Context: an optimization exercise on an open-source flow, tuned for small area. The choices shown serve that exercise and are no tape-out recipe. The RTL was checked by simulation tests, not by an equivalence proof against the original design. Power and IR drop assume default switching activity.

**flow/flow/run.sh**
```bash
#!/bin/bash
# Own layout flow: the standard flow (standard.sh, unchanged synthesis,
# floorplan, power grid, placement, routing), with two ORFS settings that
# only change which cells some steps insert:
#  - port buffers are sky130_fd_sc_hd__buf_1 (buffer_ports -buffer_cell)
#  - clock tree synthesis uses clkbuf_8 buffers and no dummy loads
# The whole make run's output goes to standard.log; ORFS keeps each step's
# own log under orfs/logs/.
set -euo pipefail
export BUFFER_PORTS_ARGS="-buffer_cell sky130_fd_sc_hd__buf_1"
export CTS_ARGS="-sink_clustering_enable -repair_clock_nets -dont_use_dummy_load -buf_list sky130_fd_sc_hd__clkbuf_8"
bash standard.sh > standard.log 2>&1
```
**flow/standard.sh**
```bash
#!/bin/bash
# synth_recipe.tcl (not shown) runs the flow's synth.tcl, then flattens the netlist and writes it again
# the make line also repeats each setting of config.mk as NAME=value (left out here)
make -C /OpenROAD-flow-scripts/flow DESIGN_CONFIG=/design/flow/config.mk WORK_HOME=/design/flow/orfs CLKGATE_MAP_FILE= SYNTH_SCRIPT=/design/flow/synth_recipe.tcl "${@:-finish}"
```
**flow/config.mk**
```make
export PLATFORM = sky130hd
export DESIGN_NAME = irlink
export DESIGN_NICKNAME = irlink
export VERILOG_FILES = /design/flow/design.v
export SDC_FILE = /design/flow/constraint.sdc
export NUM_CORES = 4
export LEC_CHECK = 0
export CAP_MARGIN = 20
export CORE_MARGIN = 2
export CORE_UTILIZATION = 40
export SLEW_MARGIN = 20
```
**flow/constraint.sdc**
```tcl
create_clock -name core_clock -period 10.0 [get_ports {clk}]
set_input_delay 2.0000 -clock core_clock [delete_from_list [all_inputs] [get_ports {clk}]]
set_output_delay 2.0000 -clock core_clock [all_outputs]
set_load 0.01 [all_outputs]
```
**flow/design.v**
```verilog
module nib_rom (
    input  wire [3:0] v,
    output reg  [5:0] code
);
    always @(*) begin
        case (v)
            4'h0: code = 6'h0B;
            4'h1: code = 6'h0D;
            4'h2: code = 6'h13;
            4'h3: code = 6'h15;
            4'h4: code = 6'h16;
            4'h5: code = 6'h19;
            4'h6: code = 6'h1A;
            4'h7: code = 6'h23;
            4'h8: code = 6'h25;
            4'h9: code = 6'h26;
            4'hA: code = 6'h29;
            4'hB: code = 6'h2A;
            4'hC: code = 6'h2C;
            4'hD: code = 6'h31;
            4'hE: code = 6'h32;
            default: code = 6'h34;
        endcase
    end
endmodule
module ir_tx (
    input  wire       clk,
    input  wire       rst,
    input  wire       start,       
    input  wire       proto,       
    input  wire [9:0] len,
    input  wire [7:0] p,
    input  wire [7:0] h,
    input  wire [3:0] npre,
    input  wire       pre_aa,
    output wire [9:0] addr,
    input  wire [7:0] rdata,
    output reg        busy,
    output wire       line,
    output reg        done
);
    reg       pb;        
    reg       aa;        
    reg [7:0] cfg;       
    reg [7:0] cnt;       
    reg [1:0] u;         
    reg [2:0] pos;       
    reg       hsel;      
    reg [9:0] ptr;       
    reg [9:0] last;      
    function [9:0] inc10(input [9:0] x);
        integer i;
        reg c;
        begin
            c = 1'b1;
            for (i = 0; i < 10; i = i + 1) begin
                inc10[i] = x[i] ^ c;
                c = c & x[i];
            end
        end
    endfunction
    function [7:0] dec8(input [7:0] x);
        integer i;
        reg b;
        begin
            b = 1'b1;
            for (i = 0; i < 8; i = i + 1) begin
                dec8[i] = x[i] ^ b;
                b = b & ~x[i];
            end
        end
    endfunction
    wire [9:0] cnt_inc = inc10({2'b00, cnt});
    wire [9:0] ptr_inc = inc10(ptr);
    wire [7:0] pos_dec = dec8({5'd0, pos});
    wire [9:0] npre_neg = inc10({6'h3F, ~npre});           
    wire [7:0] hn_dec  = dec8({1'b0, len[7:1]});           
    wire unit_end = (cnt == cfg);
    wire at_last  = (ptr == last);
    wire       pre  = ptr[9];
    wire       verb = ~ptr[9] & (ptr[8:2] == 7'd0);
    wire       enc  = ~pre & ~verb;
    wire [5:0] code;
    nib_rom u_rom (.v(hsel ? rdata[3:0] : rdata[7:4]), .code(code));
    wire [7:0] word  = enc ? {code, 2'b00} : rdata;
    wire       bit_a = rdata[~pos];
    wire       bit_b = pre ? ~(aa ^ pos[0]) : word[pos];
    reg [1:0] last_u;
    always @(*) begin
        if (pb)
            last_u = 2'd1;
        else if (!hsel)
            last_u = at_last ? 2'd2 : 2'd0;
        else
            last_u = (!at_last && bit_a) ? 2'd3 : 2'd0;
    end
    wire seg_end = unit_end & (u == last_u);
    wire nib_end_b  = enc ? (pos == 3'd2) : (pos == 3'd0);
    wire byte_end_b = nib_end_b & (~enc | hsel);
    wire finish = seg_end & (pb ? (byte_end_b & at_last) : (hsel & at_last));
    wire [9:0] n_a = len[9] ? 10'd512 : len;
    assign addr = ptr;
    assign line = busy & (pb ? ~bit_b : ~hsel);
    always @(posedge clk) begin
        if (rst) begin
            busy <= 1'b0;
            done <= 1'b0;
        end else begin
            done <= busy & finish;
            if (start)
                busy <= 1'b1;
            else if (finish)
                busy <= 1'b0;
        end
    end
    always @(posedge clk) begin
        if (start) begin
            pb   <= proto;
            aa   <= pre_aa;
            cfg  <= proto ? h : p;
            cnt  <= 8'd1;
            u    <= 2'd0;
            pos  <= 3'd7;
            hsel <= 1'b0;
            ptr  <= proto ? npre_neg : 10'd0;
            last <= proto ? {2'b00, hn_dec[6:0], 1'b1} : n_a;
        end else begin
            cnt <= unit_end ? 8'd1 : cnt_inc[7:0];
            if (unit_end)
                u <= seg_end ? 2'd0 : {u[1] ^ u[0], ~u[0]};
            if (seg_end) begin
                if (!pb) begin
                    hsel <= ~hsel;
                    if (hsel) begin
                        pos <= pos_dec[2:0];
                        if (pos == 3'd0)
                            ptr <= ptr_inc;
                    end
                end else begin
                    pos <= nib_end_b ? 3'd7 : pos_dec[2:0];
                    if (nib_end_b) begin
                        hsel <= enc & ~hsel;
                        if (byte_end_b)
                            ptr <= ptr_inc;
                    end
                end
            end
        end
    end
endmodule
module ir_rx (
    input  wire       clk,
    input  wire       rst,
    input  wire       rearm,       
    input  wire       pin,
    input  wire       clear,       
    input  wire [3:0] rd_idx,
    output wire [7:0] rd_data,
    output wire [3:0] buf_len,
    output reg        active,
    output wire       boot_jump,
    output reg        booted
);
    reg        pin_prev;
    reg [11:0] tmr;
    reg [11:0] ref_len;
    reg        part;
    reg [2:0]  rx_bits;
    reg [3:0]  rx_idx;
    reg [3:0]  rx_len;
    reg [79:0] chain;         
    function [11:0] inc12(input [11:0] x);
        integer i;
        reg c;
        begin
            c = 1'b1;
            for (i = 0; i < 12; i = i + 1) begin
                inc12[i] = x[i] ^ c;
                c = c & x[i];
            end
        end
    endfunction
    function gt13(input [12:0] a, input [12:0] b);
        integer i;
        reg g;
        begin
            g = 1'b0;
            for (i = 0; i < 13; i = i + 1)
                g = (a[i] & ~b[i]) | (~(a[i] ^ b[i]) & g);
            gt13 = g;
        end
    endfunction
    function [3:0] add4(input [3:0] a, input [3:0] b, input ci);
        integer i;
        reg c;
        begin
            c = ci;
            for (i = 0; i < 4; i = i + 1) begin
                add4[i] = a[i] ^ b[i] ^ c;
                c = (a[i] & b[i]) | (c & (a[i] ^ b[i]));
            end
        end
    endfunction
    wire [11:0] tmr_inc  = inc12(tmr);
    wire [11:0] bits_inc = inc12({9'd0, rx_bits});
    wire [11:0] idx_inc  = inc12({8'd0, rx_idx});
    wire fall = pin_prev & ~pin;
    wire rise = ~pin_prev & pin;
    wire take = (fall | rise) & ~booted & (rx_len == 4'd0);
    wire over     = gt13({1'b0, tmr}, {ref_len, 1'b0});
    wire have_ref = (ref_len != 12'd0);
    wire bit_in   = have_ref & over;
    wire shift    = take & fall & have_ref;
    wire room     = ~(rx_idx[3] & rx_idx[1]);    
    wire store    = shift & room;
    wire partial  = (rx_bits != 3'd0);
    wire boot_match = (rx_idx == 4'd4) &&
                      ((partial ? chain[39:8] : chain[31:0]) == 32'h424F4F54);
    wire [3:0] rpos = add4(rx_len, ~rd_idx, part);    
    assign rd_data = rpos[3] ? (rpos[0] ? chain[79:72] : chain[71:64])
                             : chain[{rpos[2:0], 3'b000} +: 8];
    assign buf_len = rx_len;
    assign boot_jump = booted & rx_idx[2];
    always @(posedge clk) begin
        if (rst)
            pin_prev <= 1'b1;
        else
            pin_prev <= pin;
    end
    always @(posedge clk) begin
        if (rst || rearm) begin
            tmr       <= 12'd0;
            ref_len   <= 12'd0;
            rx_bits   <= 3'd0;
            rx_idx    <= 4'd0;
            rx_len    <= 4'd0;
            active    <= 1'b0;
            booted    <= 1'b0;
        end else begin
            if (booted)
                rx_idx <= 4'd0;
            if (clear && !booted)
                rx_len <= 4'd0;
            if (take) begin
                tmr <= 12'd1;
                if (fall) begin
                    active <= 1'b1;
                    if (have_ref) begin
                        rx_bits <= bits_inc[2:0];
                        if (rx_bits == 3'd7 && room)
                            rx_idx <= idx_inc[3:0];
                    end
                end else if (have_ref && over) begin
                    rx_bits <= 3'd0;
                    part    <= partial & room;
                    if (boot_match) begin
                        booted <= 1'b1;
                        active <= 1'b0;
                    end else begin
                        rx_idx <= 4'd0;
                        rx_len <= rx_idx;
                    end
                end else begin
                    ref_len <= tmr;
                end
            end else begin
                tmr <= tmr_inc;
                if (tmr == 12'hFFF && !booted) begin
                    ref_len <= 12'd0;
                    rx_bits <= 3'd0;
                    rx_idx  <= 4'd0;
                    active  <= 1'b0;
                end
            end
        end
    end
    always @(posedge clk) begin
        if (store) begin
            chain[7:0] <= {bit_in, chain[7:1]};
            if (!partial)
                chain[79:8] <= chain[71:0];
        end
    end
endmodule
module irlink (
    input  wire       clk,
    input  wire       rst,
    input  wire       tx_start,
    input  wire       tx_proto,    
    input  wire [9:0] tx_len,
    input  wire [7:0] cfg_p,
    input  wire [7:0] cfg_h,
    input  wire [3:0] cfg_npre,
    input  wire       cfg_pre_aa,
    output wire [9:0] tx_addr,
    input  wire [7:0] tx_rdata,
    output wire       tx_busy,
    output wire       tx_line,
    output wire       tx_done,
    output reg  [1:0] tx_err,
    input  wire       rx_pin,
    input  wire       rx_rearm,
    input  wire       rx_clear,
    input  wire [3:0] rx_rd_idx,
    output wire [7:0] rx_rd_data,
    output wire [3:0] rx_len,
    output wire       rx_active,
    output wire       boot_jump,
    output wire       booted
);
    localparam [1:0] ST_OK    = 2'd0;
    localparam [1:0] ST_ALIGN = 2'd1;
    localparam [1:0] ST_CAP   = 2'd2;
    localparam [1:0] ST_TRUNC = 2'd3;
    wire [8:0] hn      = tx_len[9:1];
    wire       hn_hi   = (hn[8:7] != 2'd0);
    wire       hn_ge87 = hn_hi | (hn[6:5] == 2'b11) | (hn[6:0] == 7'b1010111) | (hn[6:3] == 4'b1011);
    wire       b_short = (tx_len[9:2] == 8'd0);
    wire       b_odd   = tx_len[0];
    wire       b_big   = hn_ge87 ||
                         (hn == 9'd86 && cfg_npre != 4'd0) ||                        
                         (hn == 9'd85 && (cfg_npre[3] | cfg_npre[2])) ||             
                         (hn == 9'd84 && (cfg_npre[3] | (&cfg_npre[2:0]))) ||        
                         (hn == 9'd83 && cfg_npre[3] && (cfg_npre[2] | cfg_npre[1])) ||            
                         (hn == 9'd82 && cfg_npre[3] && cfg_npre[2] && (cfg_npre[1] | cfg_npre[0]));  
    wire accept = tx_start & ~tx_busy;
    wire go     = accept & (~tx_proto | ~(b_short | b_odd | b_big));
    ir_tx u_tx (
        .clk(clk), .rst(rst), .start(go), .proto(tx_proto), .len(tx_len),
        .p(cfg_p), .h(cfg_h), .npre(cfg_npre), .pre_aa(cfg_pre_aa),
        .addr(tx_addr), .rdata(tx_rdata),
        .busy(tx_busy), .line(tx_line), .done(tx_done)
    );
    always @(posedge clk) begin
        if (rst) begin
            tx_err <= ST_OK;
        end else if (accept) begin
            if (!tx_proto)
                tx_err <= (tx_len[9] && tx_len[8:0] != 9'd0) ? ST_TRUNC : ST_OK;
            else if (b_short || b_odd)
                tx_err <= ST_ALIGN;
            else if (b_big)
                tx_err <= ST_CAP;
            else
                tx_err <= ST_OK;
        end
    end
    ir_rx u_rx (
        .clk(clk), .rst(rst), .rearm(rx_rearm), .pin(rx_pin),
        .clear(rx_clear), .rd_idx(rx_rd_idx), .rd_data(rx_rd_data),
        .buf_len(rx_len), .active(rx_active),
        .boot_jump(boot_jump), .booted(booted)
    );
endmodule
```
==> metrics.md, run 1 <==
| Metric | Value |
|---|---|
| Syn nets | 819 |
| WL final | 16.5 mm |
| Synth unique cells | 68 |
| Clock latency (worst-skew pair) | 0.46 ns |
| Status | timing/DRC/antenna clean |
| Detail Placement HPWL | 11.9 mm |
| Cell taking the most area after synthesis | edfxtp_1 |
| Max_cap viols | 0 |
| Worst Path Arrival | 4.36 ns |
| Post-CTS setup buffer count | 0 |
| Largest net degree at the start of global routing | 73 |
| Fmax | 157 MHz |
| Die Wd | 150 um |
| Syn Std Cell Area | 8550 um^2 |
| # hold bufs at CTS | 0 |
| Number of I/O port buffers | 79 |
| EDFF count, synth | 111 |
| Cell count after placement | roughly 1,000 |
| Post-Syn Instances | 704 |
| Initial DRC count | 349 |
| Crit path launch type | input pin |
| Synth warn | 4 |
| 1st-pass router iterations | 5 |
| Post-CTS sizing | 0 |
| Via/cell ratio | 5.22 |
| Total die area | 22,600 um^2 |
| Gr ovfl total | 0 |
| Std-Cell Rows | 53 |
| CP startpoint | rx_rd_idx[0] |
| P_leak | 0.00350 uW |
| Clock buffer count from CTS | 17 |
| FF-to-FF path depth | 10 |
| Crit path time final | 6.36 ns |
| Sum Neg Setup Slack | 0 ns |
| Ant diodes | 0 |
| CTS tree | built |
| Pwr dens | 135 nW/um^2 |
| Tcrit/Tclk final | a little under two thirds |
| Asr flop ratio synth | 0% |
| First-pass GRT wire length | 27.6 mm |
| Critical R2R Launch | u_rx.ref_len[0]$_SDFFE_PP0P_ |
| Avg Inst Size Synth | 12.2 um^2 |
| Setup WS post-layout | around 3.6 ns |
| Largest cells by area after synthesis | edfxtp_1 (39%), dfxtp_1 (13%), ha_1 (9.1%), mux4_2 (5.5%), inv_1 (2.3%) |
| Final Cell Area | between 9000 and 10,000 um^2 |
| Overall Power | approximately 1300 uW |
| Core area | 21,000 um^2 |
| Area after DPL | 9140 um^2 |
| Clock Path Buffers | 2 |
| Setup crit end | rx_rd_data[7] |
| Antenna Nets Post-Route | 0 |
| Slew Limit Headroom | 40.4% |
| Hold Fails Final Rpt | 0 |
| DR WL/cell | 15.6 um |
| Layout area overhead | 9.68% |
| Data required, critical path | 8.00 ns |
| Number of top-level pins | 80 |
| Via count | 5,528 |
| Fin Clk Skew | approximately 0.05 ns |
| R2R Setup Slk | 7.16 ns |
| FF-to-FF End | u_rx.ref_len[0]$_SDFFE_PP0P_ |
| Hold Crit Class | flip-flop to flip-flop |
| Initial antenna violation count | 0 |
| Final Non-Filler Cells | 1,058 |
| Initial core utilization | 40.7% |
| Worst slack at placement | 3.57 ns |
| GRT Total Usage | 15.4% |
| Crit path capture type | primary output |
| Clock sink count | 167 |
| Root Buffer | clkbuf_8 |
| Worst Path Class, Setup | input pin to primary output |
| Worst-path maximum fanout | 16 |
| Nets@finish | 900 |
| Setup violators final | 0 |
| Post-synthesis register bit count | 167 |
| Top-area cell type share of the netlist area | 39.0% |
| Peak VDD IR | 0.0756 mV |
| CTS H-Tree Depth | 4 |
| Slew Viols, Final | 0 |
| Worst-path clk slew | 0.08 ns |
| Layout cells sized above 1 | under 10% |
| Ys flop type | edfxtp_1 |
| Vias in the first global route | 5,427 |
| Seq/Total Area, Yosys | 52.1% |
| RSZ-0062 raised after global routing | false |
| Placer Congestion | 0.871 |
| Worst-Margin Slew | ~0.9 ns |
| Drt drc | 0 |
| Die height | 150 um |
[worst min path at each step]
stage / start / to / cells past startpoint / slack, ns
final: u_tx.cnt[0]$_SDFF_PP1_ / u_tx.cnt[0]$_SDFF_PP1_ / 1 / 0.42
after global routing: u_rx.chain[65]$_DFFE_PP_ / u_rx.chain[73]$_DFFE_PP_ / 0 / 0.44
after CTS: u_tx.cnt[0]$_SDFF_PP1_ / u_tx.cnt[0]$_SDFF_PP1_ / 1 / 0.43
after detailed placement: u_tx.cnt[0]$_SDFF_PP1_ / u_tx.cnt[0]$_SDFF_PP1_ / 1 / 0.41
after global placement: u_tx.cnt[0]$_SDFF_PP1_ / u_tx.cnt[0]$_SDFF_PP1_ / 1 / 0.40
after floorplan: u_tx.cnt[0]$_SDFF_PP1_ / u_tx.cnt[0]$_SDFF_PP1_ / 1 / 0.39
[per-layer routing]
layer  vias to the layer above  wire length [um]  GRT usage, %
met5                         -                 0             0
met4                         0               126          3.92
met3                         8               522          3.24
met2                       102              7440          23.4
met1                      2639              8460          22.4
li1                       2779                 -             -
[worst max-delay path: stages]
cell and delay, ns:
buf_1 0.10, fa_1 0.17, inv_1 0.05, fa_1 1.01, mux4_2 0.59, a211oi_1 0.25, a21oi_1 0.06, buf_1 0.13
[kinds of logic (layout without fill, tap and decap cells)]
| family | count (synthesis) | count (layout) | share of synthesized area, % |
|---|---|---|---|
| AND/OR/NAND/NOR | 189 | 189 | 12.1 |
| flip-flops | 167 | 167 | 52.1 |
| AO/OA/AOI/OAI | 126 | 126 | 10.0 |
| buffers and inverters | 79 | 158 | 3.73 |
| adder cells (fa/ha/maj) | 65 | 65 | 9.77 |
| multiplexers | 50 | 50 | 9.39 |
| XOR/XNOR | 28 | 28 | 2.87 |
[layout by cell type, fill, tap and decap left out, drive strengths merged, types with 4 or more instances in the layout]
master and count:
nand2b 7, nand3 16, inv 55, nor3 16
and2 12, and3 14, mux2i 16, nand4 9
a211oi 12, nor4 10, o31ai 5, nand2 34
nand4b 5, o21ai 34, a22o 15, mux2 13
mux4 21, clkbuf 17, xor2 6, edfxtp 111
o211ai 5, nor2b 13, xnor2 22, dfxtp 56
buf 86, nor4b 5, a21o 4, nor2 35
ha 62, a21oi 24
[per-stage QoR]
step	utilization [%]	hold slack, ns
2_1_floorplan	-	0.388
3_3_place_gp	43.5	0.402
3_5_place_dp	43.5	0.406
4_1_cts	44.6	0.426
5_1_grt	44.6	0.435
6_report	44.6	0.418
[state kept, by name, summed over array words and instances (netlist names), 2 cells and up]
| signal | flops |
|---|---|
| u_rx.chain | 80 |
| u_rx.ref_len | 12 |
| u_rx.tmr | 12 |
| u_tx.last | 10 |
| u_tx.ptr | 10 |
| u_tx.cfg | 8 |
| u_tx.cnt | 8 |
| u_rx.rx_idx | 4 |
| u_rx.rx_len | 4 |
| u_rx.rx_bits | 3 |
| u_tx.pos | 3 |
| tx_err | 2 |
| u_tx.u | 2 |
[synth_stat cells, types with 3 or more instances]
library cell,count
mux4_2,21
inv_1,52
nand2b_1,7
xnor2_1,22
nand4_1,9
and2_1,12
nor3_1,16
o21bai_1,3
o21ai_0,17
a211oi_1,12
fa_1,3
nor2b_1,13
o21a_1,3
a21o_1,4
clkbuf_1,17
o21ai_1,17
dfxtp_1,56
nor4b_1,5
mux2_2,10
o211ai_1,5
and3_1,14
a31oi_1,3
buf_2,3
ha_1,62
nor4_1,9
edfxtp_1,111
inv_2,3
xor2_1,6
nand3_1,16
nor2_1,34
nor4bb_1,3
nand4b_1,5
o31ai_1,5
a22o_1,15
nand2_1,34
a21oi_1,23
mux2i_1,13
[power by group]
group / internal (uW) / leakage, uW / switching, uW / total, uW
registers: 753 / 0.00146 / 17.2 / 770
clock network: 150 / 0.000122 / 206 / 356
logic: 61.8 / 0.00192 / 75.4 / 137
total: 965 / 0.00350 / 298 / 1260
[cell type report]
type                    count  area, um^2
clock buffers              17         234
fillers                  1934       11600
inverters                  55         206
multi-input cells         458        3790
flip-flops and latches    167        4450
well taps                 275         344
repair buffers             86         349
==> inputs of run 2 (changes only) <==
==> flow/flow/run.sh (replaced) <==
#!/bin/bash
# Own layout flow: the standard flow (standard.sh: ORFS synthesis,
# floorplan, power grid, placement, clock tree, routing), with settings added
# to config.mk that only change which cells some steps may use:
#  - synthesis maps no half/full-adder cells (they are added to the platform's
#    DONT_USE_CELLS), so the gate mapper builds the few counters from plain
#    gates, which is smaller here; registers are mapped exactly as before
#  - port buffers are sky130_fd_sc_hd__buf_1 (buffer_ports -buffer_cell)
#  - clock tree synthesis uses clkbuf_8 buffers and no dummy loads
# The make run's output goes to standard.log; ORFS keeps each step's own log
# under orfs/logs/.
set -euo pipefail
cat >> config.mk <<'EOT'
export DONT_USE_CELLS += sky130_fd_sc_hd__ha_1 sky130_fd_sc_hd__ha_2 sky130_fd_sc_hd__ha_4 sky130_fd_sc_hd__fa_1 sky130_fd_sc_hd__fa_2 sky130_fd_sc_hd__fa_4
export BUFFER_PORTS_ARGS = -buffer_cell sky130_fd_sc_hd__buf_1
export CTS_ARGS = -sink_clustering_enable -repair_clock_nets -dont_use_dummy_load -buf_list sky130_fd_sc_hd__clkbuf_8
EOT
bash standard.sh > standard.log 2>&1
--- a/flow/config.mk
+++ b/flow/config.mk
@@ -9,3 +9,6 @@
 export CORE_MARGIN = 2
 export CORE_UTILIZATION = 40
 export SLEW_MARGIN = 20
+export DONT_USE_CELLS += sky130_fd_sc_hd__ha_1 sky130_fd_sc_hd__ha_2 sky130_fd_sc_hd__ha_4 sky130_fd_sc_hd__fa_1 sky130_fd_sc_hd__fa_2 sky130_fd_sc_hd__fa_4
+export BUFFER_PORTS_ARGS = -buffer_cell sky130_fd_sc_hd__buf_1
+export CTS_ARGS = -sink_clustering_enable -repair_clock_nets -dont_use_dummy_load -buf_list sky130_fd_sc_hd__clkbuf_8
==> run 2 against run 1 <==
Compared with the run above:
- combinational power up 7%
- highest routed layer unchanged
- core utilization grew 0.13 points
- clock skew fell by 0.014 ns
- fmax rose by 8.4%
- first-iteration DRC count fell by 8.0%
- sequential cell count unchanged
- die area fell by 3.2%
- still clean
- register-to-register slack worse by 0.19 ns
- global-route usage up 0.46 points
- non-clock buffer count is 2 lower
- critical endpoint is now rx_rd_data[0]
- via count is 5.0% higher
==> metrics.md, run 2 <==
| Metric | Value |
|---|---|
| RSZ-0062 raised after global routing | false |
| Asr flop ratio synth | 0% (unchanged) |
| Simple-Gate Fraction of Synth Area | 14.2% (+2.1 points) |
| EDFF count, synth | 111 (unchanged) |
| Multi-input logic area | 3600 um^2 (-5.0%) |
| Avg Inst Size Synth | 11.8 um^2 (-2.9%) |
| Pwr dens | 141 nW/um^2 (+4.6%) |
| Drt drc | 0 (unchanged) |
| Cell taking the most area after synthesis | edfxtp_1 |
| Initial antenna violation count | 0 (unchanged) |
| Worst Path Arrival | 3.87 ns (-0.49 ns) |
| Number of top-level pins | 80 (unchanged) |
| Layout cells sized above 1 | 12.1% (+2.8 points) |
| Die Wd | 148 um (-1.6%) |
| Post-CTS sizing | 0 (unchanged) |
| CTS tree | built |
| Placer Congestion | 0.824 (-5.3%) |
| Fin Clk Skew | 0.0359 ns (-0.0136 ns) |
| Slew Viols, Final | 0 (unchanged) |
| Critical R2R Launch | u_tx.pos[0]$_SDFFE_PP1P_ |
| # hold bufs at CTS | 0 (unchanged) |
| Die height | 148 um (-1.6%) |
| FF-to-FF End | u_tx.ptr[6]$_DFFE_PP_ |
| Std-Cell Rows | 52 (-1.9%) |
| Worst-path maximum fanout | 8 (-8) |
| Initial core utilization | 40.9% (+0.19 points) |
| Final hold slack | 0.446 ns (+0.0286 ns) |
| Seq/Total Area, Yosys | 53.8% (+1.8 points) |
| Worst hold path endpoint | u_rx.chain[50]$_DFFE_PP_ |
| DR WL/cell | 16.2 um (+3.4%) |
| Crit-path max cell delay | 0.53 ns (-0.48 ns) |
| Nets@finish | 826 (-8.2%) |
| Fmax | 170 MHz (+8.4%) |
| Worst-Margin Slew | 0.878 ns (-0.0162 ns) |
| Status | timing/DRC/antenna clean |
| Psw | 308 uW (+3.4%) |
| Via/cell ratio | 5.56 (+6.4%) |
| Peak VDD IR | 0.0740 mV (-2.2%) |
| R2R Setup Slk | 6.97 ns (-0.19 ns) |
| Cell chain of the critical path | buf_1, nand2_1, o21ai_1, o21ai_1, maj3_1, xnor2_2, mux2i_1, buf_1 |
| Multiplexer area fraction after synthesis | 11.6% (+2.2 points) |
| Fill count | 1,892 (-2.2%) |
| Post-Syn Instances | 701 (-0.43%) |
| Flop pwr share | 60.6% (-0.4 points) |
| Syn Std Cell Area | 8270 um^2 (-3.3%) |
| Largest Register | u_rx.chain |
| Crit path capture type | primary output |
| Synth Area in Compound Gates | 11.1% (+1.1 points) |
| Crit path time final | 5.87 ns (-0.494 ns) |
| Core area | 20,200 um^2 (-3.7%) |
| Delay-heaviest family, CP | XOR/XNOR gates |
| Detail Placement HPWL | 11.9 mm (-0.13%) |
| Slew Limit Headroom | 41.5% (+1.1 points) |
| GRT Total Usage | 15.8% (+0.46 points) |
| Setup violators final | 0 (unchanged) |
| Ys flop type | edfxtp_1 |
| Synth top cells by count | edfxtp_1 (111), dfxtp_1 (56), nand2_1 (47), nor2_1 (42), a21oi_1 (38) |
| Top-area cell type share of the netlist area | 40.3% (+1.3 points) |
| Total die area | 21,800 um^2 (-3.2%) |
| Clock buffer count from CTS | 17 (unchanged) |
| Via count | 5,802 (+5.0%) |
| Slowest CP cell | xnor2_2 |
| Area share of fa/ha/maj cells after synthesis | 0.121% (-9.6 points) |
| Gr ovfl total | 0 (unchanged) |
| Largest net degree at the start of global routing | 73 (unchanged) |
| CTS H-Tree Depth | 4 (unchanged) |
| Worst Path Buf+Inv | 2 (-1) |
| Final Cell Area | 9060 um^2 (-3.5%) |
| Max FFs per register | 80 (unchanged) |
| Clock latency (worst-skew pair) | 0.45 ns (about the same) |
| Worst slack at placement | 4.00 ns (+0.434 ns) |
| Hold Fails Final Rpt | 0 (unchanged) |
| Tcrit/Tclk final | 58.7% (-4.9 points) |
| Sw frac | 24.2% (+0.56 points) |
| Post-CTS setup buffer count | 0 (unchanged) |
| Antenna Nets Post-Route | 0 (unchanged) |
| Sum Neg Setup Slack | 0 ns (unchanged) |
| 1st-pass router iterations | 4 (-1) |
| Clock sink count | 167 (unchanged) |
| First-pass GRT wire length | 27.9 mm (+1.1%) |
| Clock Path Buffers | 2 (unchanged) |
| Max_cap viols | 0 (unchanged) |
| Number of I/O port buffers | 79 (unchanged) |
| Setup WS post-layout | 4.13 ns (+0.494 ns) |
| Most common cell after layout, fill and taps aside | edfxtp_1 |
| Syn nets | 751 (-8.3%) |
| Hold_sp | u_rx.chain[42]$_DFFE_PP_ |
| P_leak | 0.00311 uW (-11%) |
| Vias in the first global route | 5,692 (+4.9%) |
| Largest family of logic cells by synthesized area | simple AND/OR/NAND/NOR gates |
| Post-synthesis register bit count | 167 (unchanged) |
| Internal cell power | 967 uW (+0.21%) |
| Layout area overhead | 9.51% |
| Most frequent cells in the layout | edfxtp_1 (111), buf_1 (78), dfxtp_1 (56) |
| Hold Crit Class | flip-flop to flip-flop |
| Worst Path Class, Setup | input pin to primary output |
| Area after DPL | 8820 um^2 (-3.6%) |
| Data required, critical path | 8.00 ns (about the same) |
| FF-to-FF path depth | 8 (-2) |
| Most common cell in the synthesized netlist | edfxtp_1 |
| Top flop regs | u_rx.chain (80), u_rx.ref_len (12), u_rx.tmr (12) |
| Ant diodes | 0 (unchanged) |
| Comb power frac | 11.5% (+0.6 points) |
| Synth warn | 4 (unchanged) |
| Sequential Area | 4450 um^2 (unchanged) |
| Clock share of power | 27.9% (-0.3 points) |
| Final design utilization | 44.8% (+0.13 points) |
| WHS Path Cells | 0 (-1) |
| Synth unique cells | 71 (+4.4%) |
| Root Buffer | clkbuf_8 |
| WL final | 16.9 mm (+2.1%) |
| Xor/xnor share of the synthesized area | 6.32% (+3.5 points) |
| Crit path launch type | input pin |
| Largest cells by area after synthesis | edfxtp_1 (40%), dfxtp_1 (14%), mux4_2 (5.2%), mux2i_1 (4.5%), xor2_1 (3.6%) |
| Initial DRC count | 321 (-8.0%) |
| Worst-path clk slew | 0.07 ns (about the same) |
[run 2: kinds of logic (layout without fill, tap and decap cells)]
logic type	Yosys count	in the layout
adder cells (fa/ha/maj)	1	1
buffers and inverters	53	126
flip-flops	167	167
AO/OA/AOI/OAI	134	134
AND/OR/NAND/NOR	218	218
multiplexers	70	70
XOR/XNOR	58	58
[run 2: final cells by class]
cell class,count,area share [%]
clock buffer,17,2.58
inverter,25,1.04
multi-input combinational,481,39.8
sequential,167,49.2
tap,270,3.73
timing repair buffer,84,3.70
[run 2: how the worst max path moves through the flow]
stage	startpoint	endpoint	depth (start not counted)
floorplan	rx_rd_idx[1]	rx_rd_data[6]	7
global placement	rx_rd_idx[0]	rx_rd_data[1]	8
detailed placement	rx_rd_idx[0]	rx_rd_data[7]	8
CTS	rx_rd_idx[0]	rx_rd_data[7]	8
global route	rx_rd_idx[0]	rx_rd_data[0]	8
finish	rx_rd_idx[0]	rx_rd_data[0]	8
[run 2: worst register-to-register path, stage by stage (launching register included)]
cell and delay (ns):
dfxtp_1 0.67, mux4_2 0.58, mux2i_1 0.25, a31oi_1 0.09
mux2i_1 0.15, nor3_2 0.45, nand2b_1 0.27, o31ai_1 0.09
buf_4 0.22
[run 2: stage by stage]
| step | cells | total power, uW |
|---|---|---|
| final | 1044 | 1280 |
| after global routing | 1044 | 1340 |
| after CTS | 1044 | 1290 |
| after detailed placement | 1027 | 935 |
| after global placement | 1027 | 928 |
| after floorplan | 701 | 893 |
[run 2: power groups by stage]
stage,sequential [uW],clock [uW],combinational (uW)
global route,776,397,164
detailed placement,789,0,146
finish,773,356,146
floorplan,783,0,110
CTS,773,372,147
global placement,787,0,140
[run 2: per-layer routing]
| layer | global-route usage (%) | share of wire, % |
|---|---|---|
| met1 | 20.6 | 46 |
| met3 | 3.52 | 4.4 |
| met2 | 26.4 | 49 |
| met5 | 0 | 0 |
| met4 | 5.00 | 1.3 |
==> inputs of run 3 (changes only) <==
--- a/flow/design.v
+++ b/flow/design.v
@@ -215,7 +215,8 @@
     wire store    = shift & room;
     wire partial  = (rx_bits != 3'd0);
     wire boot_match = (rx_idx == 4'd4) &&
-                      ((partial ? chain[39:8] : chain[31:0]) == 32'h424F4F54);
+                      (partial ? (chain[39:8] == 32'h424F4F54)
+                                : (chain[31:0] == 32'h424F4F54));
     wire [3:0] rpos = add4(rx_len, ~rd_idx, part);    
     assign rd_data = rpos[3] ? (rpos[0] ? chain[79:72] : chain[71:64])
                              : chain[{rpos[2:0], 3'b000} +: 8];
==> flow/flow/run.sh (replaced) <==
#!/bin/bash
# Own layout flow: the standard flow (standard.sh: ORFS synthesis,
# floorplan, power grid, placement, clock tree, routing) with these changes:
#  - synthesis is synth_recipe.tcl unchanged, except that the gate mapping
#    (Yosys's abc call) runs the area-oriented script flow/area.abc instead
#    of ORFS's delay-oriented one; registers are mapped before abc, exactly
#    as in the standard synthesis
#  - half/full-adder cells are added to the platform's DONT_USE_CELLS, so the
#    few counters are mapped from plain gates, which is smaller here
#  - port buffers are sky130_fd_sc_hd__buf_1 (buffer_ports -buffer_cell)
#  - clock tree synthesis uses clkbuf_8 buffers and no dummy loads
# The make run's output goes to standard.log; ORFS keeps each step's own log
# under orfs/logs/.
set -euo pipefail
WORK=$PWD
cat > "$WORK/area_synth.tcl" <<EOT
# synth_recipe.tcl with the abc call's -script replaced by flow/area.abc
proc abc {args} {
  set i [lsearch -exact \$args -script]
  if { \$i >= 0 } {
    set args [lreplace \$args [expr {\$i + 1}] [expr {\$i + 1}] {$WORK/flow/area.abc}]
  }
  yosys abc {*}\$args
}
source {$WORK/synth_recipe.tcl}
EOT
cat >> config.mk <<'EOT'
export DONT_USE_CELLS += sky130_fd_sc_hd__ha_1 sky130_fd_sc_hd__ha_2 sky130_fd_sc_hd__ha_4 sky130_fd_sc_hd__fa_1 sky130_fd_sc_hd__fa_2 sky130_fd_sc_hd__fa_4
export BUFFER_PORTS_ARGS = -buffer_cell sky130_fd_sc_hd__buf_1
export CTS_ARGS = -sink_clustering_enable -repair_clock_nets -dont_use_dummy_load -buf_list sky130_fd_sc_hd__clkbuf_8
EOT
bash standard.sh "SYNTH_SCRIPT=$WORK/area_synth.tcl" finish > standard.log 2>&1
==> flow/flow/area.abc (new file) <==
strash
&get -n
&fraig -x
&st
&syn2
&synch2
&dch -f
&nf -R 1000 -F 8 -C 32
&st
&syn2
&synch2
&dch -f
&nf -R 1000 -F 8 -C 32
&put
buffer -c
topo
stime -c
upsize -c
dnsize -c
==> run 3 against run 2 <==
Compared with the run above:
- first-iteration DRC count up 32%
- synthesized cell count down 3.1%
- sequential cell count unchanged
- clock-buffer cell count unchanged
- combinational power down 14%
- highest routed layer unchanged
- core utilization down 0.15 points
- sequential power about the same
- largest power group unchanged
- critical endpoint is now rx_rd_data[5]
- still clean
- fmax down 5.6%
==> metrics.md, run 3 <==
| Metric | Value |
|---|---|
| Status | timing/DRC/antenna clean |
| Final Cell Area | 8680 um^2 (-4.1%) |
| Detail Placement HPWL | 11.7 mm (-2.0%) |
| Largest Register | u_rx.chain |
| WL final | 16.4 mm (-2.8%) |
| Drt drc | 0 (unchanged) |
| Crit-path max cell delay | 0.54 ns (about the same) |
| Pwr dens | 144 nW/um^2 (+2.5%) |
| Most common cell in the synthesized netlist | edfxtp_1 |
| Synth unique cells | 68 (-4.2%) |
| Synth top cells by count | edfxtp_1 (111), nor2_1 (67), dfxtp_1 (56), a21oi_1 (50), nand2_1 (40) |
| GRT Total Usage | 16.2% (+0.31 points) |
| Worst-path clk slew | 0.10 ns (+0.03 ns) |
| Gr ovfl total | 0 (unchanged) |
| Fill count | 1,808 (-4.4%) |
| Clock Path Buffers | 2 (unchanged) |
| Initial antenna violation count | 0 (unchanged) |
| Hold Crit Class | flip-flop to flip-flop |
| CTS tree | built |
| First-pass GRT wire length | 26.6 mm (-5.0%) |
| Tcrit/Tclk final | 62.1% (+3.5 points) |
| Via count | 5,536 (-4.6%) |
| Most common cell after layout, fill and taps aside | edfxtp_1 |
| Top flop regs | u_rx.chain (80), u_rx.ref_len (12), u_rx.tmr (12) |
| Die Wd | 145 um (-2.1%) |
| Multi-input logic area | 3240 um^2 (-10%) |
| Crit path capture type | primary output |
| Clock latency (worst-skew pair) | 0.45 ns (about the same) |
| Post-CTS setup buffer count | 0 (unchanged) |
| Worst-path maximum fanout | 22 (+14) |
| Overall Power | 1250 uW (-1.7%) |
| Wire length on met2 | 7.59 mm (-7.6%) |
| Synth warn | 4 (unchanged) |
| Root Buffer | clkbuf_8 |
| Fmax | 161 MHz (-5.6%) |
| Most frequent cells in the layout | edfxtp_1 (111), buf_1 (79), nor2_1 (67) |
| Crit path time final | 6.21 ns (+0.346 ns) |
| Sum Neg Setup Slack | 0 ns (unchanged) |
| Core area | 19,500 um^2 (-3.8%) |
| Top-area cell type share of the netlist area | 42.1% (+1.8 points) |
| Initial DRC count | 424 (+32%) |
| Slew Viols, Final | 0 (unchanged) |
| Clock sink count | 167 (unchanged) |
| Max_cap viols | 0 (unchanged) |
| Worst Path Buf+Inv | 3 (+1) |
| Syn nets | 729 (-2.9%) |
| Fin Clk Skew | 0.0364 ns (+0.000433 ns) |
| Ant diodes | 0 (unchanged) |
| Seq/Total Area, Yosys | 56.3% (+2.4 points) |
| Post-CTS sizing | 0 (unchanged) |
| Placer Congestion | 0.866 (+5.0%) |
| DR WL/cell | 16.1 um (-0.53%) |
| Crit path launch type | input pin |
| # hold bufs at CTS | 0 (unchanged) |
| Nets@finish | 807 (-2.3%) |
| Hold Fails Final Rpt | 0 (unchanged) |
| Avg Inst Size Synth | 11.7 um^2 (-1.2%) |
| Sequential Area | 4450 um^2 (unchanged) |
| 1st-pass router iterations | 5 (+1) |
| Slew Limit Headroom | 39.8% (-1.7 points) |
| Delay-heaviest family, CP | multiplexers |
| Worst-Margin Slew | 0.903 ns (+0.0252 ns) |
| Initial core utilization | 40.7% (-0.22 points) |
| Final design utilization | 44.6% (-0.15 points) |
| Cell taking the most area after synthesis | edfxtp_1 |
| Worst Path Arrival | 4.21 ns (+0.34 ns) |
| Std-Cell Rows | 51 (-1.9%) |
| Post-Syn Instances | 679 (-3.1%) |
| Max FFs per register | 80 (unchanged) |
| Die height | 145 um (-2.1%) |
| P_leak | 0.00279 uW (-10%) |
| Clock buffer count from CTS | 17 (unchanged) |
| Peak VDD IR | 0.0671 mV (-9.4%) |
| Cell chain of the critical path | buf_1, o21ai_0, xnor2_2, buf_4, mux4_2, mux4_2, buf_1 |
| Worst Path Class, Setup | input pin to primary output |
| Routed met3 length | 765 um (+3.0%) |
| Setup violators final | 0 (unchanged) |
| Post-synthesis register bit count | 167 (unchanged) |
| Vias in the first global route | 5,214 (-8.4%) |
| RSZ-0062 raised after global routing | false |
| Top sig layer | met4 |
| Data required, critical path | 8.00 ns (about the same) |
| Layout cells sized above 1 | 9.93% (-2.2 points) |
| Antenna Nets Post-Route | 0 (unchanged) |
| M1 WL | 7.72 mm (about the same) |
| Ys flop type | edfxtp_1 |
| EDFF count, synth | 111 (unchanged) |
| Largest cells by area after synthesis | edfxtp_1 (42%), dfxtp_1 (14%), mux4_2 (4.8%), xnor2_1 (3.4%), mux2i_1 (3.3%) |
| Layout area overhead | 9.76% |
| Syn Std Cell Area | 7910 um^2 (-4.3%) |
| Largest net degree at the start of global routing | 73 (unchanged) |
| Slowest CP cell | mux4_2 |
| CTS H-Tree Depth | 4 (unchanged) |
| Number of top-level pins | 80 (unchanged) |
| Via/cell ratio | 5.43 (-2.3%) |
| Total die area | 20,900 um^2 (-4.2%) |
| Area after DPL | 8450 um^2 (-4.1%) |
| Number of I/O port buffers | 79 (unchanged) |
| Asr flop ratio synth | 0% (unchanged) |
| Final hold slack | 0.443 ns (-0.00307 ns) |
## run 3: metrics by stage
step	std cells	setup WS, ns
after floorplan	679	3.92
after global placement	1003	3.81
after detailed placement	1003	3.75
after CTS	1020	3.75
after global routing	1020	3.64
final	1020	3.79
## run 3: worst paths after layout
path,startpoint,to,slack (ns),depth (start not counted)
setup / recovery,rx_rd_idx[0],rx_rd_data[5],3.79,7
hold / removal,u_rx.chain[44]$_DFFE_PP_,u_rx.chain[52]$_DFFE_PP_,0.44,0
setup reg to reg,u_rx.ref_len[1]$_SDFFE_PP0P_,u_rx.ref_len[11]$_SDFFE_PP0P_,6.59,16
hold reg to reg,u_rx.chain[44]$_DFFE_PP_,u_rx.chain[52]$_DFFE_PP_,0.44,0
## run 3: where the power goes
group | total [uW] | switching (uW) | internal (uW)
Combinational | 126 | 68.5 | 57.1
Sequential | 773 | 20.8 | 752
Clock | 356 | 205 | 150
## run 3: cell type report
cell class / count / area share (%)
Timing Repair Buffer: 86 / 4.02
Tap cell: 265 / 3.82
Sequential cell: 167 / 51.3
Clock buffer: 17 / 2.69
Multi-Input combinational cell: 464 / 37.3
Inverter: 21 / 0.908
## run 3: routing by layer
| metal | vias up | GRT usage [%] |
|---|---|---|
| li1 | 2685 | - |
| met1 | 2691 | 22.2 |
| met2 | 127 | 24.9 |
| met3 | 33 | 4.24 |
| met4 | 0 | 5.52 |
| met5 | - | 0 |
## run 3: cells by family after synthesis
logic type               share of synthesized area, %
XOR/XNOR                                         5.20
AND/OR/NAND/NOR                                  13.9
AO/OA/AOI/OAI                                    11.4
adder cells (fa/ha/maj)                         0.411
multiplexers                                     9.84
buffers and inverters                            2.91
flip-flops                                       56.3
==> inputs of run 4 (changes only) <==
==> flow/flow/area.abc (replaced) <==
strash
&get -n
&fraig -x
&st
&syn2
&synch2
&dch -f
&nf -R 1000 -F 8 -C 32
&st
&syn2
&synch2
&dch -f
&nf -R 1000 -F 8 -C 32
&put
topo
==> run 4 against run 3 <==
Compared with the run above:
- via count decreased by 0.61%
- power about the same
- critical path type unchanged
- register-to-register slack got worse by 0.67 ns
- still clean on timing, DRC and antenna
- cell count decreased by 0.39%
- die area decreased by 2.4%
- clock skew decreased by 0.0071 ns
- worst setup slack got worse by 0.037 ns
==> metrics.md, run 4 <==
| Metric | Value |
|---|---|
| Fill count | 1,730 (-4.3%) |
| Crit path launch type | input pin |
| DR WL/cell | 15.6 um (-3.0%) |
| Top-area cell type share of the netlist area | 43.2% (+1.1 points) |
| Layout area overhead | 11.9% |
| 1st-pass router iterations | 5 (unchanged) |
| Data required, critical path | 8.00 ns (about the same) |
| First-pass GRT wire length | 26.5 mm (-0.21%) |
| Clock buffer count from CTS | 17 (unchanged) |
| # hold bufs at CTS | 0 (unchanged) |
| Total die area | 20,400 um^2 (-2.4%) |
| Syn nets | 703 (-3.6%) |
| Clock sink count | 167 (unchanged) |
| Multiplexer area fraction after synthesis | 10.1% (+0.25 points) |
| Status | timing/DRC/antenna clean |
| Avg Inst Size Synth | 11.8 um^2 (+1.4%) |
| Tcrit/Tclk final | 62.5% (+0.37 points) |
| Clock Path Buffers | 2 (unchanged) |
| Via count | 5,502 (-0.61%) |
| Worst Path Buf+Inv | 3 (unchanged) |
| Via/cell ratio | 5.42 (-0.22%) |
| Wire length on met2 | 7.68 mm (+1.2%) |
| Root Buffer | clkbuf_8 |
| Placer Congestion | 0.821 (-5.1%) |
| Hold Crit Class | flip-flop to flip-flop |
| Initial DRC count | 385 (-9.2%) |
| Post-CTS setup buffer count | 0 (unchanged) |
| Xor/xnor share of the synthesized area | 5.33% (+0.13 points) |
| Top sig layer | met4 |
| CTS H-Tree Depth | 4 (unchanged) |
| Gr ovfl total | 0 (unchanged) |
| Crit-path max cell delay | 0.56 ns (+0.02 ns) |
| FF-to-FF path depth | 16 (unchanged) |
| Most common cell in the synthesized netlist | edfxtp_1 |
| Overall Power | 1250 uW (about the same) |
| Ant diodes | 0 (unchanged) |
| Synth top cells by count | edfxtp_1 (111), nor2_1 (67), dfxtp_1 (56), a21oi_1 (51), nand2_1 (40) |
| R2R Setup Slk | 5.92 ns (-0.67 ns) |
| Antenna Nets Post-Route | 0 (unchanged) |
| Area after DPL | 8400 um^2 (-0.61%) |
| Area share of fa/ha/maj cells after synthesis | 0.389% (-0.022 points) |
| RSZ-0062 raised after global routing | false |
| Critical R2R Launch | u_rx.tmr[0]$_SDFF_PP0_ |
| Crit path depth | 7 (unchanged) |
| Most frequent cells in the layout | edfxtp_1 (111), buf_1 (79), nor2_1 (67) |
| Slew Limit Headroom | 32.7% (-7.1 points) |
| Worst-path clk slew | 0.08 ns (-0.02 ns) |
| Number of I/O port buffers | 79 (unchanged) |
| Die Wd | 143 um (-1.2%) |
| Peak VDD IR | 0.0750 mV (+12%) |
| Fin Clk Skew | 0.0293 ns (-0.00712 ns) |
| Std-Cell Rows | 50 (-2.0%) |
| Fmax | 160 MHz (-0.60%) |
| Seq/Total Area, Yosys | 57.7% (+1.4 points) |
| Core area | 18,800 um^2 (-3.2%) |
| Final hold slack | 0.430 ns (-0.0135 ns) |
| Worst hold path endpoint | u_rx.chain[65]$_DFFE_PP_ |
| Nets@finish | 808 (+0.12%) |
| Drt drc | 0 (unchanged) |
| Simple-Gate Fraction of Synth Area | 14.1% (+0.13 points) |
| Cell chain of the critical path | buf_1, o21ai_0, xnor2_2, buf_4, mux4_2, mux4_2, buf_1 |
| Largest cells by area after synthesis | edfxtp_1 (43%), dfxtp_1 (15%), mux4_2 (5.0%), xnor2_1 (3.5%), mux2i_1 (3.4%) |
| Initial core utilization | 41.0% (+0.32 points) |
| Routed met3 length | 654 um (-15%) |
| Synth unique cells | 52 (-24%) |
| Sum Neg Setup Slack | 0 ns (unchanged) |
| Crit path capture type | primary output |
| Top flop regs | u_rx.chain (80), u_rx.ref_len (12), u_rx.tmr (12) |
| Max FFs per register | 80 (unchanged) |
| Slowest CP cell | mux4_2 |
| Largest Register | u_rx.chain |
| Synth Area in Compound Gates | 11.3% (-0.13 points) |
| Final Cell Area | 8630 um^2 (-0.59%) |
| Die height | 143 um (-1.2%) |
| CTS tree | built |
| Vias in the first global route | 5,328 (+2.2%) |
| Asr flop ratio synth | 0% (unchanged) |
| Slew Viols, Final | 0 (unchanged) |
| Post-synthesis register bit count | 167 (unchanged) |
| Crit path time final | 6.25 ns (+0.0373 ns) |
| Largest net degree at the start of global routing | 73 (unchanged) |
| Worst-Margin Slew | 1.00 ns (+0.0999 ns) |
| EDFF count, synth | 111 (unchanged) |
| Setup violators final | 0 (unchanged) |
| Largest family of logic cells by synthesized area | simple AND/OR/NAND/NOR gates |
| Detail Placement HPWL | 11.2 mm (-4.0%) |
| Delay-heaviest family, CP | multiplexers |
| Post-Syn Instances | 653 (-3.8%) |
| Synth warn | 4 (unchanged) |
| Layout cells sized above 1 | 5.82% (-4.1 points) |
| Pwr dens | 145 nW/um^2 (+0.59%) |
| Cell taking the most area after synthesis | edfxtp_1 |
| Syn Std Cell Area | 7720 um^2 (-2.5%) |
| Max_cap viols | 0 (unchanged) |
| P_leak | 0.00274 uW (-1.6%) |
| GRT Total Usage | 16.4% (+0.28 points) |
| WL final | 15.9 mm (-3.4%) |
| FF-to-FF End | u_rx.ref_len[2]$_SDFFE_PP0P_ |
| Worst-path maximum fanout | 22 (unchanged) |
| Clock latency (worst-skew pair) | 0.45 ns (about the same) |
| Post-CTS sizing | 0 (unchanged) |
| WHS Path Cells | 0 (unchanged) |
| Worst Path Class, Setup | input pin to primary output |
| Worst Path Arrival | 4.25 ns (+0.04 ns) |
| Number of top-level pins | 80 (unchanged) |
| M1 WL | 7.32 mm (-5.2%) |
| Ys flop type | edfxtp_1 |
| Hold_sp | u_rx.chain[57]$_DFFE_PP_ |
| Initial antenna violation count | 0 (unchanged) |
| Most common cell after layout, fill and taps aside | edfxtp_1 |
| Hold Fails Final Rpt | 0 (unchanged) |
-- run 4: changes by cell type after synthesis, moves of 12 or more --
cell      before  now
clkinv_1       0   21
inv_1         20    0
clkbuf_1      19    0
mux2_1         0   12
mux2_2        12    0
-- run 4: cell families (layout without fill, tap and decap cells) --
family | count (synthesis) | after routing
XOR/XNOR | 47 | 47
adder cells (fa/ha/maj) | 3 | 3
flip-flops | 167 | 167
buffers and inverters | 22 | 125
multiplexers | 55 | 55
AO/OA/AOI/OAI | 140 | 140
AND/OR/NAND/NOR | 219 | 219
-- run 4: report_power, final --
part	switching [uW]	internal, uW
Combinational	66.5	55.6
Sequential	21.3	752
Clock	209	150
Total	296	958
-- run 4: worst max-delay path by stage --
| stage | startpoint | end | slack (ns) |
|---|---|---|---|
| 6_report | rx_rd_idx[0] | rx_rd_data[5] | 3.75 |
| 2_1_floorplan | rx_rd_idx[0] | rx_rd_data[5] | 2.85 |
| 3_5_place_dp | rx_rd_idx[0] | rx_rd_data[5] | 3.74 |
| 3_3_place_gp | rx_rd_idx[0] | rx_rd_data[5] | 3.79 |
| 4_1_cts | rx_rd_idx[0] | rx_rd_data[5] | 3.74 |
| 5_1_grt | rx_rd_idx[0] | rx_rd_data[5] | 3.62 |
-- run 4: final cells by class --
cell class	count	area (um^2)	share of cell area, %
Sequential cell	167	4450	51.6
Multi-Input combinational cell	464	3180	36.9
Timing Repair Buffer	87	357	4.13
Tap cell	260	325	3.77
Clock buffer	17	234	2.71
Inverter	21	78.8	0.913
-- run 4: worst register-to-register path: stages, from the launching register on --
cell,delay (ns)
dfxtp_1,0.44
nand2_1,0.10
a21oi_1,0.15
a221oi_1,0.06
o2bb2ai_1,0.18
maj3_1,0.20
maj3_1,0.16
a21oi_1,0.06
a21oi_1,0.13
a21oi_1,0.06
a211o_1,0.28
a211oi_1,0.80
nor3_1,0.12
buf_4,0.23
a21oi_1,0.75
a22oi_1,0.16
nor2_1,0.13
-- run 4: per-stage QoR --
| step | util (%) | std cells | setup WS, ns |
|---|---|---|---|
| CTS | 45.8 | 1016 | 3.74 |
| global route | 45.8 | 1016 | 3.62 |
| finish | 45.8 | 1016 | 3.75 |
| global placement | 44.6 | 999 | 3.79 |
| floorplan | - | 653 | 2.85 |
| detailed placement | 44.6 | 999 | 3.74 |
-- run 4: layer usage --
| metal | track usage (%) | up-vias |
|---|---|---|
| met1 | 21.9 | 2668 |
| met3 | 3.92 | 19 |
| li1 | - | 2688 |
| met2 | 26.7 | 127 |
| met5 | 0 | - |
| met4 | 4.90 | 0 |
==> inputs of run 5 (changes only) <==
==> flow/flow/area.abc (replaced) <==
strash
&get -n
&fraig -x
&deepsyn -J 100
&st
&dch -f
&nf -R 1000 -F 8 -C 32
&put
topo
==> run 5 against run 4 <==
Compared with the run above:
- still clean on timing, DRC and antenna
- via count grew 4.3%
- fmax shrank 8.2%
- sequential cell count is the same
- die area shrank 3.1%
- clock power shrank 1%
- largest power group unchanged
==> metrics.md, run 5 <==
| Metric | Value |
|---|---|
| CTS tree | built |
| Avg Inst Size Synth | 11.1 um^2 (-6.3%) |
| Total die area | 19,800 um^2 (-3.1%) |
| Largest net degree at the start of global routing | 73 (unchanged) |
| Slew Limit Headroom | 23.1% (-9.7 points) |
| CTS H-Tree Depth | 4 (unchanged) |
| Root Buffer | clkbuf_8 |
| Clock sink count | 167 (unchanged) |
| Synth top cells by count | edfxtp_1 (111), nor2_1 (64), dfxtp_1 (56), nand2_1 (54), o21ai_0 (44) |
| Routed met3 length | 803 um (+23%) |
| EDFF count, synth | 111 (unchanged) |
| Tcrit/Tclk final | 68.1% (+5.6 points) |
| Peak VDD IR | 0.0803 mV (+7.1%) |
| Most common cell in the synthesized netlist | edfxtp_1 |
| Post-synthesis register bit count | 167 (unchanged) |
| Setup WS post-layout | 3.19 ns (-0.558 ns) |
| Ant diodes | 0 (unchanged) |
| Slew Viols, Final | 0 (unchanged) |
| Asr flop ratio synth | 0% (unchanged) |
| Ys flop type | edfxtp_1 |
| Seq/Total Area, Yosys | 59.6% (+1.9 points) |
| DR WL/cell | 16.1 um (+3.0%) |
| Worst-path clk slew | 0.08 ns (about the same) |
| Cell taking the most area after synthesis | edfxtp_1 |
| Setup violators final | 0 (unchanged) |
| Cell chain of the critical path | buf_1, xnor2_1, o21ai_0, o21a_1, nor2_1, a222oi_1, nand2_1, nor2_1, a311oi_1, buf_1 |
| Hold Crit Class | flip-flop to flip-flop |
| Antenna Nets Post-Route | 0 (unchanged) |
| RSZ-0062 raised after global routing | false |
| Nets@finish | 826 (+2.2%) |
| Initial antenna violation count | 0 (unchanged) |
| Post-CTS sizing | 0 (unchanged) |
| Most common cell after layout, fill and taps aside | edfxtp_1 |
| Largest cells by area after synthesis | edfxtp_1 (45%), dfxtp_1 (15%), nor2_1 (3.2%), o21ai_0 (2.9%), nand2_1 (2.7%) |
| Worst-path maximum fanout | 16 (-27%) |
| Layout cells sized above 1 | 3.10% (-2.7 points) |
| Clock latency (worst-skew pair) | 0.45 ns (about the same) |
| Slowest CP cell | nor2_1 |
| WL final | 16.1 mm (+1.7%) |
| Post-Syn Instances | 675 (+3.4%) |
| Via/cell ratio | 5.72 (+5.7%) |
| Synth warn | 4 (unchanged) |
| Gr ovfl total | 0 (unchanged) |
| Clock buffer count from CTS | 17 (unchanged) |
| Fmax | 147 MHz (-8.2%) |
| Die Wd | 141 um (-1.6%) |
| Overall Power | 1230 uW (-1.5%) |
| Data required, critical path | 8.00 ns (about the same) |
| Crit path launch type | input pin |
| Most frequent cells in the layout | edfxtp_1 (111), buf_1 (79), nor2_1 (62) |
| Syn Std Cell Area | 7470 um^2 (-3.2%) |
| Vias in the first global route | 5,369 (+0.77%) |
| Clock Path Buffers | 2 (unchanged) |
| M1 WL | 7.31 mm (-0.12%) |
| Number of top-level pins | 80 (unchanged) |
| Top sig layer | met4 |
| Via count | 5,741 (+4.3%) |
| Std-Cell Rows | 49 (-2.0%) |
| Largest Register | u_rx.chain |
| Number of I/O port buffers | 79 (unchanged) |
| Post-CTS setup buffer count | 0 (unchanged) |
| Pwr dens | 148 nW/um^2 (+2.2%) |
| 1st-pass router iterations | 7 (+2) |
| Max_cap viols | 0 (unchanged) |
| Crit path capture type | primary output |
| GRT Total Usage | 16.5% (+0.053 points) |
| # hold bufs at CTS | 0 (unchanged) |
| Layout area overhead | 11.4% |
| Fin Clk Skew | 0.0304 ns (+0.00112 ns) |
| Max FFs per register | 80 (unchanged) |
| Worst Path Arrival | 4.81 ns (+0.56 ns) |
| Wire length on met2 | 7.87 mm (+2.5%) |
| Placer Congestion | 0.830 (+1.1%) |
| Initial core utilization | 41.2% (+0.19 points) |
| Hold Fails Final Rpt | 0 (unchanged) |
| First-pass GRT wire length | 26.7 mm (+0.75%) |
| Die height | 141 um (-1.6%) |
| P_leak | 0.00265 uW (-3.3%) |
| Detail Placement HPWL | 11.4 mm (+2.3%) |
| Sum Neg Setup Slack | 0 ns (unchanged) |
| Worst Path Buf+Inv | 2 (-1) |
| Worst slack at placement | 3.21 ns (-0.537 ns) |
| Crit path time final | 6.81 ns (+0.558 ns) |
| Status | timing/DRC/antenna clean |
| Worst Path Class, Setup | input pin to primary output |
| Synth unique cells | 52 (unchanged) |
| Core area | 18,100 um^2 (-3.6%) |
| Crit-path max cell delay | 0.96 ns (+0.40 ns) |
| Top flop regs | u_rx.chain (80), u_rx.ref_len (12), u_rx.tmr (12) |
| Worst-Margin Slew | 1.15 ns (+0.147 ns) |
| Syn nets | 725 (+3.1%) |
| Initial DRC count | 466 (+21%) |
| Drt drc | 0 (unchanged) |
| Delay-heaviest family, CP | simple AND/OR/NAND/NOR gates |
| Top-area cell type share of the netlist area | 44.6% (+1.4 points) |
[run 5: metrics by stage]
stage | hold slack [ns] | area (um^2) | util, % | std cells
final | 0.449 | 8320 | 45.8 | 1003
after global routing | 0.465 | 8320 | 45.8 | 1003
after CTS | 0.451 | 8320 | 45.8 | 1003
after detailed placement | 0.442 | 8080 | 44.5 | 986
after global placement | 0.435 | 8080 | 44.5 | 986
after floorplan | 0.415 | 7470 | - | 675
[run 5: worst paths after layout]
kind / from / to / slack (ns) / depth (start not counted)
setup / recovery: rx_rd_idx[1] / rx_rd_data[4] / 3.19 / 10
hold / removal: u_rx.chain[40]$_DFFE_PP_ / u_rx.chain[48]$_DFFE_PP_ / 0.45 / 0
setup reg to reg: u_tx.ptr[9]$_DFFE_PP_ / u_tx.ptr[4]$_DFFE_PP_ / 5.67 / 11
hold reg to reg: u_rx.chain[40]$_DFFE_PP_ / u_rx.chain[48]$_DFFE_PP_ / 0.45 / 0
[run 5: cells by family (layout without fill, tap and decap cells)]
kind of cell,count (synthesis),count (layout),synth area share [%]
xor+xnor,37,37,4.34
simple gates,236,236,15.7
mux,13,13,1.89
fa+ha+maj,1,1,0.134
compound gates,180,180,16.2
flops,167,167,59.6
buf+inv,41,140,2.11
[run 5: cell type report]
type	count	area (um^2)
timing repair buffer	83	327
inverter	40	150
clock buffer	17	234
fill	1694	9830
multi-input combinational	467	2870
sequential	167	4450
tap	229	287
[run 5: power breakdown]
part | internal [uW] | switching [uW]
combinational | 45.3 | 67.7
sequential | 749 | 17.5
clock | 150 | 205
[run 5: layer usage]
metal | vias to the layer above | track usage (%)
met5 | - | 0
met4 | 0 | 4.26
li1 | 2783 | -
met3 | 13 | 4.25
met1 | 2777 | 21.7
met2 | 168 | 27.3
==> inputs of run 6 (changes only) <==
==> flow/flow/area.abc (replaced) <==
strash
&get -n
&fraig -x
&deepsyn -J 500
&st
&dch -f
&nf -R 1000 -F 8 -C 32
&put
topo
==> run 6 against run 5 <==
Compared with the run above:
- fmax is 5.8% higher
- global-route usage is 0.21 points higher
- core utilization is 0.21 points lower
- clock skew is 0.0065 ns higher
- register-to-register slack better by 0.52 ns
- worst setup slack better by 0.37 ns
- synthesized area is 0.99% lower
- critical endpoint is now rx_rd_data[3]
- still clean on timing, DRC and antenna
- via count is 1.8% lower
- die area is 0.96% lower
- sequential share of layout area is 0.61 points higher
==> metrics.md, run 6 <==
| Metric | Value |
|---|---|
| Status | timing/DRC/antenna clean |
| Clock Path Buffers | 2 (unchanged) |
| Syn Std Cell Area | 7400 um^2 (-0.99%) |
| Clock latency (worst-skew pair) | 0.46 ns (about the same) |
| GRT Total Usage | 16.7% (+0.21 points) |
| Largest Register | u_rx.chain |
| Data required, critical path | 8.00 ns (about the same) |
| Avg Inst Size Synth | 11.6 um^2 (+4.4%) |
| Post-Syn Instances | 640 (-5.2%) |
| Flop pwr share | 62.0% (about the same) |
| Setup violators final | 0 (unchanged) |
| First-pass GRT wire length | 26.7 mm (+0.18%) |
| Placer Congestion | 0.877 (+5.6%) |
| Largest family of logic cells by synthesized area | compound AO/OA/AOI/OAI gates |
| Xor/xnor share of the synthesized area | 3.67% (-0.67 points) |
| Vias in the first global route | 5,386 (+0.32%) |
| Multiplexer area fraction after synthesis | 2.08% (+0.19 points) |
| Cell chain of the critical path | buf_1, xnor2_1, clkinv_1, nor2_1, a221o_1, a221oi_1, a311oi_1, buf_1 |
| Crit path launch type | input pin |
| Core area | 18,000 um^2 (-0.68%) |
| Worst-Margin Slew | 1.03 ns (-0.117 ns) |
| 1st-pass router iterations | 5 (-2) |
| Die Wd | 140 um (-0.48%) |
| Initial DRC count | 552 (+18%) |
| Worst hold path endpoint | u_rx.chain[75]$_DFFE_PP_ |
| Total die area | 19,600 um^2 (-0.96%) |
| P_leak | 0.00261 uW (-1.7%) |
| Critical R2R Launch | u_tx.ptr[9]$_DFFE_PP_ |
| Via/cell ratio | 5.84 (+2.0%) |
| Die height | 140 um (-0.48%) |
| CP startpoint | rx_rd_idx[0] |
| Asr flop ratio synth | 0% (unchanged) |
| CTS tree | built |
| Most common cell in the synthesized netlist | edfxtp_1 |
| Detail Placement HPWL | 11.7 mm (+2.3%) |
| Initial core utilization | 41.0% (-0.13 points) |
| Drt drc | 0 (unchanged) |
| Slew Viols, Final | 0 (unchanged) |
| Crit-path max cell delay | 0.81 ns (-0.15 ns) |
| Area share of fa/ha/maj cells after synthesis | 0.135% (+0.0013 points) |
| Top flop regs | u_rx.chain (80), u_rx.ref_len (12), u_rx.tmr (12) |
| Fmax | 155 MHz (+5.8%) |
| Worst-path maximum fanout | 15 (-1) |
| Fin Clk Skew | 0.0369 ns (+0.00652 ns) |
| Std-Cell Rows | 49 (unchanged) |
| # hold bufs at CTS | 0 (unchanged) |
| Pwr dens | 151 nW/um^2 (+1.5%) |
| Internal cell power | 946 uW (+0.16%) |
| Crit path capture type | primary output |
| Most frequent cells in the layout | edfxtp_1 (111), buf_1 (79), dfxtp_1 (56) |
| Clock share of power | 29.0% (+0.2 points) |
| Simple-Gate Fraction of Synth Area | 14.1% (-1.5 points) |
| Hold Crit Class | flip-flop to flip-flop |
| Synth Area in Compound Gates | 17.6% (+1.4 points) |
| Nets@finish | 789 (-4.5%) |
| Root Buffer | clkbuf_8 |
| Delay-heaviest family, CP | simple AND/OR/NAND/NOR gates |
| Tcrit/Tclk final | 64.4% (-3.7 points) |
| Seq/Total Area, Yosys | 60.2% (+0.60 points) |
| Cell taking the most area after synthesis | edfxtp_1 |
| Fill count | 1,714 (+1.2%) |
| WL final | 16.4 mm (+1.4%) |
| Via count | 5,638 (-1.8%) |
| Sum Neg Setup Slack | 0 ns (unchanged) |
| Worst Path Arrival | 4.44 ns (-0.37 ns) |
| Worst-path clk slew | 0.08 ns (about the same) |
| Hold_sp | u_rx.chain[67]$_DFFE_PP_ |
| Comb power frac | 9.0% (about the same) |
| Initial antenna violation count | 0 (unchanged) |
| Synth warn | 4 (unchanged) |
| Clock sink count | 167 (unchanged) |
| FF-to-FF path depth | 14 (+3) |
| Number of top-level pins | 80 (unchanged) |
| Largest net degree at the start of global routing | 73 (unchanged) |
| CP dominant cell by count | buf_1 |
| Antenna Nets Post-Route | 0 (unchanged) |
| RSZ-0062 raised after global routing | false |
| Slowest CP cell | nor2_1 |
| Layout cells sized above 1 | 2.99% (-0.12 points) |
| Post-synthesis register bit count | 167 (unchanged) |
| Post-CTS sizing | 0 (unchanged) |
| EDFF count, synth | 111 (unchanged) |
| Syn nets | 690 (-4.8%) |
| Crit path depth | 8 (-2) |
| Crit path time final | 6.44 ns (-0.370 ns) |
| Worst Path Buf+Inv | 3 (+1) |
| Ant diodes | 0 (unchanged) |
| Psw | 293 uW (+1.0%) |
| Sw frac | 23.7% (+0.16 points) |
| FF-to-FF End | u_tx.ptr[2]$_DFFE_PP_ |
| DR WL/cell | 16.9 um (+5.3%) |
| Worst Path Class, Setup | input pin to primary output |
| Slew Limit Headroom | 30.8% (+7.8 points) |
| Max FFs per register | 80 (unchanged) |
| Layout area overhead | 11.2% |
| Number of I/O port buffers | 79 (unchanged) |
| Synth unique cells | 56 (+7.7%) |
| Synth top cells by count | edfxtp_1 (111), dfxtp_1 (56), nor2_1 (49), a21oi_1 (41), nand2_1 (41) |
| Largest cells by area after synthesis | edfxtp_1 (45%), dfxtp_1 (15%), a21oi_1 (2.8%), xnor2_1 (2.6%), nor2_1 (2.5%) |
| Hold Fails Final Rpt | 0 (unchanged) |
| Clock buffer count from CTS | 17 (unchanged) |
| Gr ovfl total | 0 (unchanged) |
| Peak VDD IR | 0.0807 mV (+0.50%) |
| Overall Power | 1240 uW (+0.37%) |
| Most common cell after layout, fill and taps aside | edfxtp_1 |
| Top-area cell type share of the netlist area | 45.1% (+0.45 points) |
| CTS H-Tree Depth | 4 (unchanged) |
| WHS Path Cells | 0 (unchanged) |
| R2R Setup Slk | 6.19 ns (+0.52 ns) |
| Ys flop type | edfxtp_1 |
| Post-CTS setup buffer count | 0 (unchanged) |
| Max_cap viols | 0 (unchanged) |
==> run 6: how the worst max path moves through the flow <==
stage	to	slack, ns
global route	rx_rd_data[6]	3.22
floorplan	u_tx.ptr[0]$_DFFE_PP_	4.23
detailed placement	rx_rd_data[1]	3.56
CTS	rx_rd_data[3]	3.55
global placement	rx_rd_data[1]	3.65
finish	rx_rd_data[3]	3.56
==> run 6: logic make-up after synthesis <==
| family | after synthesis |
|---|---|
| XOR/XNOR | 31 |
| AND/OR/NAND/NOR | 204 |
| buffers and inverters | 41 |
| adder cells (fa/ha/maj) | 1 |
| flip-flops | 167 |
| multiplexers | 13 |
| AO/OA/AOI/OAI | 183 |
==> run 6: power groups by stage <==
stage / combinational (uW) / sequential (uW) / clock (uW)
6_report: 111 / 769 / 359
5_1_grt: 125 / 771 / 393
4_1_cts: 112 / 768 / 366
3_5_place_dp: 111 / 784 / 0
3_3_place_gp: 106 / 783 / 0
2_1_floorplan: 74.8 / 780 / 0
==> run 6: cell type report <==
class | count | area, um^2 | share of cell area, %
clock buffers | 17 | 234 | 2.84
repair buffers | 81 | 312 | 3.79
flip-flops and latches | 167 | 4450 | 54.1
inverters | 40 | 150 | 1.83
multi-input cells | 432 | 2790 | 33.9
well taps | 229 | 287 | 3.48
==> run 6: per-layer routing <==
layer / part of all wire, % / vias to the layer above / track usage, %
met5: 0 / - / 0
met4: 1.6 / 0 / 6.32
met3: 4.5 / 23 / 3.25
met2: 47 / 196 / 26.2
met1: 47 / 2718 / 23.0
li1: - / 2701 / -
==> run 6: stage by stage <==
step                utilization (%)  area, um^2  instances  setup WS, ns  hold WS, ns
floorplan                         -        7400        640          4.23        0.415
finish                         45.6        8230        966          3.56        0.434
global route                   45.6        8230        966          3.22        0.446
detailed placement             44.3        7990        949          3.56        0.437
global placement               44.3        7990        949          3.65        0.429
CTS                            45.6        8230        966          3.55        0.433
==> run 6: worst reg2reg max path: cells and delay by family (launching register included) <==
kind,cells,cell delay [ns]
xor gates and xnor gates,1,0.19
DFF,1,0.47
buffers and inverters,1,0.16
and+or+nand+nor,9,1.55
AOI/OAI and AO/OA,3,1.04

Re-timed with assumed drivers on the ports (clkbuf_16 on the clock, buf_2 on other inputs), run 6 has 3.537 ns of setup slack against 3.563 ns with ideal ports, and 3.537 ns once port delays also move by the mid clock arrival of 0.478 ns.
